Background: an optimization exercise with open tools, aiming at small area. Do not read the settings as production practice.
The RTL was checked by simulation tests, not by an equivalence proof against the original design.
The flow treats the clock pin as an ideal source. Dropping or thinning the clock tree relies on that and would not hold on a real chip.
Power and IR drop assume default switching activity.

// ev1527_decoder
module ev1527_decoder (
    input  wire        clk,
    input  wire        rst,         
    input  wire        line_i,      
    input  wire        tick_i,      
    input  wire        rearm_i,     
    input  wire        disable_i,   
    input  wire        clrdet_i,    
    output wire [19:0] address_o,
    output wire [3:0]  key_o,
    output wire        detected_o,
    output wire        enabled_o
);
    reg        line_q;
    reg        enabled;
    reg        exp_fall;
    reg [14:0] count;
    reg [13:0] hi;
    reg [4:0]  bit_index;
    wire       preamble_found = |bit_index;
    reg [22:0] acc;
    reg [19:0] address;
    reg [3:0]  key;
    reg        detected;
    wire edge_hit = exp_fall ? (~line_i & line_q) : (line_i & ~line_q);
    wire notify   = enabled & edge_hit & ~rearm_i & ~disable_i;
    wire n_fall   = notify & exp_fall;     
    wire n_rise   = notify & ~exp_fall;    
    wire        count_sat = exp_fall ? &count[13:6] : &count[14:6];
    wire        inc  = enabled & tick_i & ~count_sat;
    wire        big  = ~preamble_found & exp_fall;
    wire [14:0] step = {10'd0, big, 1'b0, big, preamble_found & ~exp_fall,
                        ~big} & {15{inc}};
    reg  [14:0] count_sum;
    reg         carry;
    integer i;
  ...
==> module ev1527_classifier, before the edit <==
module ev1527_classifier (
    input  wire [14:0] lo_i,
    input  wire [13:0] hi_i,
    output wire        valid_o,      
    output wire        bit_o,        
    output wire        preamble_o    
);
    function automatic le15(input [14:0] a, input [14:0] b);
        integer i;
        reg r;
        begin
            r = 1'b1;
            for (i = 0; i < 15; i = i + 1)
                r = (~a[i] & b[i]) | (~a[i] & r) | (b[i] & r);
            le15 = r;
        end
    endfunction
    function automatic [14:0] add15(input [14:0] a, input [14:0] b);
        integer i;
        reg c;
        begin
            c = 1'b0;
            for (i = 0; i < 15; i = i + 1) begin
                add15[i] = a[i] ^ b[i] ^ c;
                c = (a[i] & b[i]) | (a[i] & c) | (b[i] & c);
            end
        end
    endfunction
    wire [14:0] hi = {1'b0, hi_i};
    wire lo_le_2hi = le15(lo_i, {hi_i, 1'b0});
    assign valid_o = le15(15'd450, hi) && le15(hi, 15'd8500) &&
                     le15(15'd1350, lo_i) && le15(lo_i, 15'd25500);
    assign bit_o   = lo_le_2hi;
    wire [14:0] q       = {3'b000, hi_i[13:2]};
    wire [14:0] q_x5    = add15({q[12:0], 2'b00}, q);
    assign preamble_o = le15(15'd2400, q) && le15(q, 15'd4000) &&
                        le15(q_x5, lo_i) && lo_le_2hi;
endmodule
==> module ev1527_decoder, before the edit <==
module ev1527_decoder (
    input  wire        clk,
    input  wire        rst,         
    input  wire        line_i,      
    input  wire        tick_i,      
    input  wire        rearm_i,     
    input  wire        disable_i,   
    input  wire        clrdet_i,    
    output wire [19:0] address_o,
    output wire [3:0]  key_o,
    output wire        detected_o,
    output wire        enabled_o
);
    reg        line_q;
    reg        enabled;
    reg        exp_fall;
    reg [14:0] count;
    reg [13:0] hi;
    reg [4:0]  bit_index;
    wire       preamble_found = |bit_index;
    reg [22:0] acc;
    reg [19:0] address;
    reg [3:0]  key;
    reg        detected;
    wire edge_hit = exp_fall ? (~line_i & line_q) : (line_i & ~line_q);
    wire notify   = enabled & edge_hit & ~rearm_i & ~disable_i;
    wire n_fall   = notify & exp_fall;     
    wire n_rise   = notify & ~exp_fall;    
    wire        count_sat = exp_fall ? &count[13:6] : &count[14:6];
    wire        inc  = enabled & tick_i & ~count_sat;
    wire        big  = ~preamble_found & exp_fall;
    wire [14:0] step = {10'd0, big, 1'b0, big, preamble_found & ~exp_fall,
                        ~big} & {15{inc}};
    reg  [14:0] count_sum;
    reg         carry;
    integer i;
    always @(*) begin
        carry = 1'b0;
        for (i = 0; i < 15; i = i + 1) begin
            count_sum[i] = count[i] ^ step[i] ^ carry;
            carry        = (count[i] & step[i]) | (count[i] & carry) |
                           (step[i] & carry);
        end
    end
    wire valid, bit_value, is_preamble;
    ev1527_classifier u_classifier (
        .lo_i      (count),
        .hi_i      (hi),
        .valid_o   (valid),
        .bit_o     (bit_value),
        .preamble_o(is_preamble)
    );
    wire take_bit = n_rise & preamble_found & valid;
    wire last_bit = (bit_index == 5'd14);
    wire complete = take_bit & last_bit;
    always @(posedge clk) begin
        line_q <= line_i;
        count <= notify ? 15'd0 : count_sum;
        if (exp_fall)
            hi[12:0] <= count[12:0];
        if (rearm_i)
            hi[13] <= 1'b0;
        else if (exp_fall)
            hi[13] <= count[13];
        else if (notify)
            hi[13] <= 1'b0;
        if (rearm_i)
            exp_fall <= 1'b0;
        else if (notify)
            exp_fall <= ~exp_fall & (~preamble_found | valid);
        if (rearm_i)
            bit_index <= 5'd0;
        else if (n_rise) begin
            if (!preamble_found)
                bit_index <= {4'd0, is_preamble};
            else if (valid)
                bit_index <= {bit_index[3:0], bit_index[4] ^ bit_index[2]};
            else
                bit_index <= 5'd0;
        end
        if (n_rise)
            acc <= {acc[21:0], bit_value};
        if (complete) begin
            address <= acc[22:3];
            key     <= {acc[2:0], bit_value};
        end
        if (rst)
            enabled <= 1'b0;
        else if (disable_i)
            enabled <= 1'b0;
        else if (rearm_i)
            enabled <= 1'b1;
        else if (complete)
            enabled <= 1'b0;
        if (rst)
            detected <= 1'b0;
        else if (complete)
            detected <= 1'b1;
        else if (clrdet_i)
            detected <= 1'b0;
    end
    assign address_o  = address;
    assign key_o      = key;
    assign detected_o = detected;
    assign enabled_o  = enabled;
endmodule
export LEC_CHECK = 0
export CAP_MARGIN = 20
export CORE_MARGIN = 2
export CORE_UTILIZATION = 40
export GPL_TIMING_DRIVEN = 0
export SLEW_MARGIN = 20
create_clock -name core_clock -period 6.0 [get_ports {clk}]
standard.sh (not shown) runs the stock make flow with config.mk's settings and CLKGATE_MAP_FILE= SYNTH_SCRIPT=/design/flow/synth_recipe.tcl, a recipe that flattens the netlist after the stock synthesis.
==> flow/flow/run.sh <==
#!/bin/bash
# Own layout flow: the standard flow (standard.sh) with these changes.
#  - Synthesis is the standard flow's own script (synth_recipe.tcl), except that the ABC
#    mapping step uses an area-oriented script (flow/area.abc): the same
#    registers, cell types and names, only the logic between them is mapped
#    differently.
#  - Ports are buffered with buf_1 instead of the resizer's default pick.
#  - CTS is replaced by a two-level clock buffer tree (flow/cts_hook.tcl):
#    the registers are split into CLK_GROUPS equal groups by position, each
#    driven by a clkbuf_8 at its centre; one clkbuf_2 drives those.
# Each tool's log is in orfs/logs/; make's output is in flow_make.log.
set -euo pipefail
W=$(pwd)
cat > "$W/flow_synth.tcl" <<EOF
proc abc {args} {
  set i [lsearch -exact \$args -script]
  if {\$i >= 0} { lset args [expr {\$i + 1}] $W/flow/area.abc }
  yosys abc {*}\$args
}
source $W/synth_recipe.tcl
EOF
export BUFFER_PORTS_ARGS="-buffer_cell sky130_fd_sc_hd__buf_1"
export PRE_CTS_TCL="$W/flow/cts_hook.tcl"
export CLK_GROUPS=5
export CLK_LEAF_CELL=sky130_fd_sc_hd__clkbuf_8
export CLK_ROOT_CELL=sky130_fd_sc_hd__clkbuf_2
bash standard.sh SYNTH_SCRIPT="$W/flow_synth.tcl" finish > flow_make.log 2>&1
Other scripts of this flow, unchanged in this note and not shown: flow/flow/area.abc, flow/flow/cts_hook.tcl
Edit:
--- a/flow/design.v
+++ b/flow/design.v
@@ -30,12 +30,11 @@
     wire lo_le_2hi = le15(lo_i, {hi_i, 1'b0});
     assign valid_o = le15(15'd450, hi) && le15(hi, 15'd8500) &&
                      le15(15'd1350, lo_i) && le15(lo_i, 15'd25500);
     assign bit_o   = lo_le_2hi;
-    wire [14:0] q       = {3'b000, hi_i[13:2]};
-    wire [14:0] q_x5    = add15({q[12:0], 2'b00}, q);
-    assign preamble_o = le15(15'd2400, q) && le15(q, 15'd4000) &&
-                        le15(q_x5, lo_i) && lo_le_2hi;
+    wire [14:0] hi_x125 = add15(hi, {3'b000, hi_i[13:2]});
+    assign preamble_o = le15(15'd9600, hi) && le15(hi, 15'd16000) &&
+                        le15(hi_x125, lo_i) && lo_le_2hi;
 endmodule
 module ev1527_decoder (
     input  wire        clk,
     input  wire        rst,         
@@ -63,24 +62,27 @@
     wire edge_hit = exp_fall ? (~line_i & line_q) : (line_i & ~line_q);
     wire notify   = enabled & edge_hit & ~rearm_i & ~disable_i;
     wire n_fall   = notify & exp_fall;     
     wire n_rise   = notify & ~exp_fall;    
-    wire        count_sat = exp_fall ? &count[13:6] : &count[14:6];
-    wire        inc  = enabled & tick_i & ~count_sat;
     wire        big  = ~preamble_found & exp_fall;
     wire [14:0] step = {10'd0, big, 1'b0, big, preamble_found & ~exp_fall,
-                        ~big} & {15{inc}};
+                        ~big};
     reg  [14:0] count_sum;
     reg         carry;
+    reg         count_c14;    
     integer i;
     always @(*) begin
         carry = 1'b0;
+        count_c14 = 1'b0;
         for (i = 0; i < 15; i = i + 1) begin
+            if (i == 14)
+                count_c14 = carry;
             count_sum[i] = count[i] ^ step[i] ^ carry;
             carry        = (count[i] & step[i]) | (count[i] & carry) |
                            (step[i] & carry);
         end
     end
+    wire count_sat = exp_fall ? count_c14 : carry;
     wire valid, bit_value, is_preamble;
     ev1527_classifier u_classifier (
         .lo_i      (count),
         .hi_i      (hi),
@@ -92,16 +94,17 @@
     wire last_bit = (bit_index == 5'd14);
     wire complete = take_bit & last_bit;
     always @(posedge clk) begin
         line_q <= line_i;
-        count <= notify ? 15'd0 : count_sum;
-        if (exp_fall)
+        if (notify)
+            count <= 15'd0;
+        else if (enabled && tick_i && !count_sat)
+            count <= count_sum;
+        if (n_fall)
             hi[12:0] <= count[12:0];
-        if (rearm_i)
-            hi[13] <= 1'b0;
-        else if (exp_fall)
+        if (n_fall)
             hi[13] <= count[13];
-        else if (notify)
+        else if (notify || rearm_i)
             hi[13] <= 1'b0;
         if (rearm_i)
             exp_fall <= 1'b0;
         else if (notify)
@@ -115,9 +118,9 @@
                 bit_index <= {bit_index[3:0], bit_index[4] ^ bit_index[2]};
             else
                 bit_index <= 5'd0;
         end
-        if (n_rise)
+        if (take_bit)
             acc <= {acc[21:0], bit_value};
         if (complete) begin
             address <= acc[22:3];
             key     <= {acc[2:0], bit_value};
Outcome: Sequential power climbs by 18%. Area after synthesis climbs by 3.1%. First-iteration DRC count is lower by 14%. Worst setup slack gets worse by 0.12 ns. Routed wire length is higher by 9.8%. Core utilization climbs by 0.25 points. Sequential share of layout area falls by 2.5 points. Synthesized cell count grows by 7.0%. Total power increases by about 30%.
No run of this note takes its clock network from TritonCTS; it comes from the design's own scripts or RTL.

---

## P
ev1527_decoder with an RTL version that a note above also has.
For scale: about 33 I/O pins, about 3700 um2 of cells after synthesis.
==> module ev1527_classifier, before the edit <==
module ev1527_classifier (
    input  wire [14:0] lo_i,
    input  wire [13:0] hi_i,
    output wire        valid_o,      
    output wire        bit_o,        
    output wire        preamble_o    
);
    function automatic le15(input [14:0] a, input [14:0] b);
        integer i;
        reg r;
        begin
            r = 1'b1;
            for (i = 0; i < 15; i = i + 1)
                r = (~a[i] & b[i]) | (~a[i] & r) | (b[i] & r);
            le15 = r;
        end
    endfunction
    function automatic [14:0] add15(input [14:0] a, input [14:0] b);
        integer i;
        reg c;
        begin
            c = 1'b0;
            for (i = 0; i < 15; i = i + 1) begin
                add15[i] = a[i] ^ b[i] ^ c;
                c = (a[i] & b[i]) | (a[i] & c) | (b[i] & c);
            end
        end
    endfunction
    wire [14:0] hi = {1'b0, hi_i};
    wire lo_le_2hi = le15(lo_i, {hi_i, 1'b0});
    assign valid_o = le15(15'd450, hi) && le15(hi, 15'd8500) &&
                     le15(15'd1350, lo_i) && le15(lo_i, 15'd25500);
    assign bit_o   = lo_le_2hi;
    wire [14:0] hi_x125 = add15(hi, {3'b000, hi_i[13:2]});
    assign preamble_o = le15(15'd9600, hi) && le15(hi, 15'd16000) &&
                        le15(hi_x125, lo_i) && lo_le_2hi;
endmodule
==> module ev1527_decoder, before the edit <==
module ev1527_decoder (
    input  wire        clk,
    input  wire        rst,         
    input  wire        line_i,      
    input  wire        tick_i,      
    input  wire        rearm_i,     
    input  wire        disable_i,   
    input  wire        clrdet_i,    
    output wire [19:0] address_o,
    output wire [3:0]  key_o,
    output wire        detected_o,
    output wire        enabled_o
);
    reg        line_q;
    reg        enabled;
    reg        exp_fall;
    reg [14:0] count;
    reg [13:0] hi;
    reg [4:0]  bit_index;
    wire       preamble_found = |bit_index;
    reg [22:0] acc;
    reg [19:0] address;
    reg [3:0]  key;
    reg        detected;
    wire edge_hit = exp_fall ? (~line_i & line_q) : (line_i & ~line_q);
    wire notify   = enabled & edge_hit & ~rearm_i & ~disable_i;
    wire n_fall   = notify & exp_fall;     
    wire n_rise   = notify & ~exp_fall;    
    wire        big  = ~preamble_found & exp_fall;
    wire [14:0] step = {10'd0, big, 1'b0, big, preamble_found & ~exp_fall,
                        ~big};
    reg  [14:0] count_sum;
    reg         carry;
    reg         count_c14;    
    integer i;
    always @(*) begin
        carry = 1'b0;
        count_c14 = 1'b0;
        for (i = 0; i < 15; i = i + 1) begin
            if (i == 14)
                count_c14 = carry;
            count_sum[i] = count[i] ^ step[i] ^ carry;
            carry        = (count[i] & step[i]) | (count[i] & carry) |
                           (step[i] & carry);
        end
    end
    wire count_sat = exp_fall ? count_c14 : carry;
    wire valid, bit_value, is_preamble;
    ev1527_classifier u_classifier (
        .lo_i      (count),
        .hi_i      (hi),
        .valid_o   (valid),
        .bit_o     (bit_value),
        .preamble_o(is_preamble)
    );
    wire take_bit = n_rise & preamble_found & valid;
    wire last_bit = (bit_index == 5'd14);
    wire complete = take_bit & last_bit;
    always @(posedge clk) begin
        line_q <= line_i;
        if (notify)
            count <= 15'd0;
        else if (enabled && tick_i && !count_sat)
            count <= count_sum;
        if (n_fall)
            hi[12:0] <= count[12:0];
        if (n_fall)
            hi[13] <= count[13];
        else if (notify || rearm_i)
            hi[13] <= 1'b0;
        if (rearm_i)
            exp_fall <= 1'b0;
        else if (notify)
            exp_fall <= ~exp_fall & (~preamble_found | valid);
        if (rearm_i)
            bit_index <= 5'd0;
        else if (n_rise) begin
            if (!preamble_found)
                bit_index <= {4'd0, is_preamble};
            else if (valid)
                bit_index <= {bit_index[3:0], bit_index[4] ^ bit_index[2]};
            else
                bit_index <= 5'd0;
        end
        if (take_bit)
            acc <= {acc[21:0], bit_value};
        if (complete) begin
            address <= acc[22:3];
            key     <= {acc[2:0], bit_value};
        end
        if (rst)
            enabled <= 1'b0;
        else if (disable_i)
            enabled <= 1'b0;
        else if (rearm_i)
            enabled <= 1'b1;
        else if (complete)
            enabled <= 1'b0;
        if (rst)
            detected <= 1'b0;
        else if (complete)
            detected <= 1'b1;
        else if (clrdet_i)
            detected <= 1'b0;
    end
    assign address_o  = address;
    assign key_o      = key;
    assign detected_o = detected;
    assign enabled_o  = enabled;
endmodule
export LEC_CHECK = 0
export CAP_MARGIN = 20
export CORE_MARGIN = 2
export CORE_UTILIZATION = 40
export GPL_TIMING_DRIVEN = 0
export SLEW_MARGIN = 20
create_clock -name core_clock -period 6.0 [get_ports {clk}]
Scripts as last shown in full above: flow/flow/run.sh
Other scripts of this flow, unchanged in this note and not shown: flow/flow/area.abc, flow/flow/cts_hook.tcl
Changes in T relative to P:
==> flow/design.v <==
module ev1527_classifier (
    input  wire [14:0] lo_i,
    input  wire [13:0] hi_i,
    output wire        valid_o,      
    output wire        bit_o,        
    output wire        preamble_o    
);
    function automatic le15(input [14:0] a, input [14:0] b);
        integer i;
        reg r;
        begin
            r = 1'b1;
            for (i = 0; i < 15; i = i + 1)
                r = (~a[i] & b[i]) | (~a[i] & r) | (b[i] & r);
            le15 = r;
        end
    endfunction
    function automatic [14:0] add15(input [14:0] a, input [14:0] b);
        integer i;
        reg c;
        begin
            c = 1'b0;
            for (i = 0; i < 15; i = i + 1) begin
                add15[i] = a[i] ^ b[i] ^ c;
                c = (a[i] & b[i]) | (a[i] & c) | (b[i] & c);
            end
        end
    endfunction
    wire [14:0] hi = {1'b0, hi_i};
    wire lo_le_2hi = le15(lo_i, {hi_i, 1'b0});
    assign valid_o = le15(15'd450, hi) && le15(hi, 15'd8500) &&
                     le15(15'd1350, lo_i) && le15(lo_i, 15'd25500);
    assign bit_o   = lo_le_2hi;
    wire [14:0] q       = {3'b000, hi_i[13:2]};
    wire [14:0] q1      = {4'b0001, hi_i[12:2]};
    wire [14:0] q_x5    = add15({q1[12:0], 2'b00}, q1);
    assign preamble_o = le15(15'd2400, q) && le15(q, 15'd4000) &&
                        le15(q_x5, lo_i) && lo_le_2hi;
endmodule
module ev1527_decoder (
    input  wire        clk,
    input  wire        rst,         
    input  wire        line_i,      
    input  wire        tick_i,      
    input  wire        rearm_i,     
    input  wire        disable_i,   
    input  wire        clrdet_i,    
    output wire [19:0] address_o,
    output wire [3:0]  key_o,
    output wire        detected_o,
    output wire        enabled_o
);
    reg        line_q;
    reg        enabled;
    reg        exp_fall;
    reg [14:0] count;
    reg [13:0] hi;
    reg [4:0]  bit_index;
    wire       preamble_found = |bit_index;
    reg [22:0] acc;
    reg [19:0] address;
    reg [3:0]  key;
    reg        detected;
    wire edge_hit = exp_fall ? (~line_i & line_q) : (line_i & ~line_q);
    wire notify   = enabled & edge_hit & ~rearm_i & ~disable_i;
    wire n_fall   = notify & exp_fall;     
    wire n_rise   = notify & ~exp_fall;    
    wire        count_sat = exp_fall ? &count[13:6] : &count[14:6];
    wire        inc  = enabled & tick_i & ~count_sat;
    wire        big  = ~preamble_found & exp_fall;
    wire [14:0] step = {10'd0, big, 1'b0, big, preamble_found & ~exp_fall,
                        ~big} & {15{inc}};
    reg  [14:0] count_sum;
    reg         carry;
    integer i;
    always @(*) begin
        carry = 1'b0;
        for (i = 0; i < 15; i = i + 1) begin
            count_sum[i] = count[i] ^ step[i] ^ carry;
            carry        = (count[i] & step[i]) | (count[i] & carry) |
                           (step[i] & carry);
        end
    end
    wire valid, bit_value, is_preamble;
    ev1527_classifier u_classifier (
        .lo_i      (count),
        .hi_i      (hi),
        .valid_o   (valid),
        .bit_o     (bit_value),
        .preamble_o(is_preamble)
    );
    wire take_bit = n_rise & preamble_found & valid;
    wire last_bit = (bit_index == 5'd14);
    wire complete = take_bit & last_bit;
    always @(posedge clk) begin
        line_q <= line_i;
        count <= notify ? 15'd0 : count_sum;
        if (exp_fall)
            hi[12:0] <= count[12:0];
        if (rearm_i)
            hi[13] <= 1'b0;
        else if (exp_fall)
            hi[13] <= count[13];
        else if (notify)
            hi[13] <= 1'b0;
        if (rearm_i)
            exp_fall <= 1'b0;
        else if (notify)
            exp_fall <= ~exp_fall & (~preamble_found | valid);
        if (rearm_i)
            bit_index <= 5'd0;
        else if (n_rise) begin
            if (!preamble_found)
                bit_index <= {4'd0, is_preamble};
            else if (valid)
                bit_index <= {bit_index[3:0], bit_index[4] ^ bit_index[2]};
            else
                bit_index <= 5'd0;
        end
        if (n_rise)
            acc <= {acc[21:0], bit_value};
        if (complete) begin
            address <= acc[22:3];
            key     <= {acc[2:0], bit_value};
        end
        if (rst)
            enabled <= 1'b0;
        else if (disable_i)
            enabled <= 1'b0;
        else if (rearm_i)
            enabled <= 1'b1;
        else if (complete)
            enabled <= 1'b0;
        if (rst)
            detected <= 1'b0;
        else if (complete)
            detected <= 1'b1;
        else if (clrdet_i)
            detected <= 1'b0;
    end
    assign address_o  = address;
    assign key_o      = key;
    assign detected_o = detected;
    assign enabled_o  = enabled;
endmodule
==> notes.md <==
- | core utilization | higher: P |
- Looking only at post-place setup slack, and setting everything else aside, the higher value of P and T goes to T.
- Comparing P and T, the higher pin slew with the least headroom to its limit was measured on P.
- Worst path arrival time (higher): P
- Looking only at synthesized-area fraction occupied by adder cells, and setting everything else aside, the lower value of P and T goes to T.
- T: hold slack lower than P
- Changes observed in T relative to P: wire length of the first global-routing pass went down; combinational fraction of design power now sits lower.
In every run of this note, the design's own scripts or RTL, not TritonCTS, make the clock network.

-- port drivers added, routing unchanged --
No port has a modelled driver above. Below, the same layouts with a new extraction and two added sets of constraints.
Step 1 (the two cells are an assumption about what drives the block):
set clk [get_ports {clk}]
set_driving_cell -lib_cell sky130_fd_sc_hd__clkbuf_16 $clk
set_driving_cell -lib_cell sky130_fd_sc_hd__buf_2 [delete_from_list [all_inputs] $clk]
Step 2 adds t to the input delays and takes it off the output delays; t is the mean of the earliest and latest rising clock arrival at the registers after step 1. Input paths then give back, and output paths get back, about the clock's delay inside the block.
a / b / c = ideal / step 1 / step 2; a / b = the first two.
run	t, ns	setup slack, ns	worst data-port slew with drivers (ns)
the first run of note 1	0.499	0.280 / 0.280 / 0.280	0.04
the second run of note 1	0.499	0.159 / 0.159 / 0.159	0.03
P	0.499	0.279 / 0.279 / 0.279	0.03
T	0.530	0.463 / 0.463 / 0.463	0.04
After both steps every run listed still meets setup and hold.
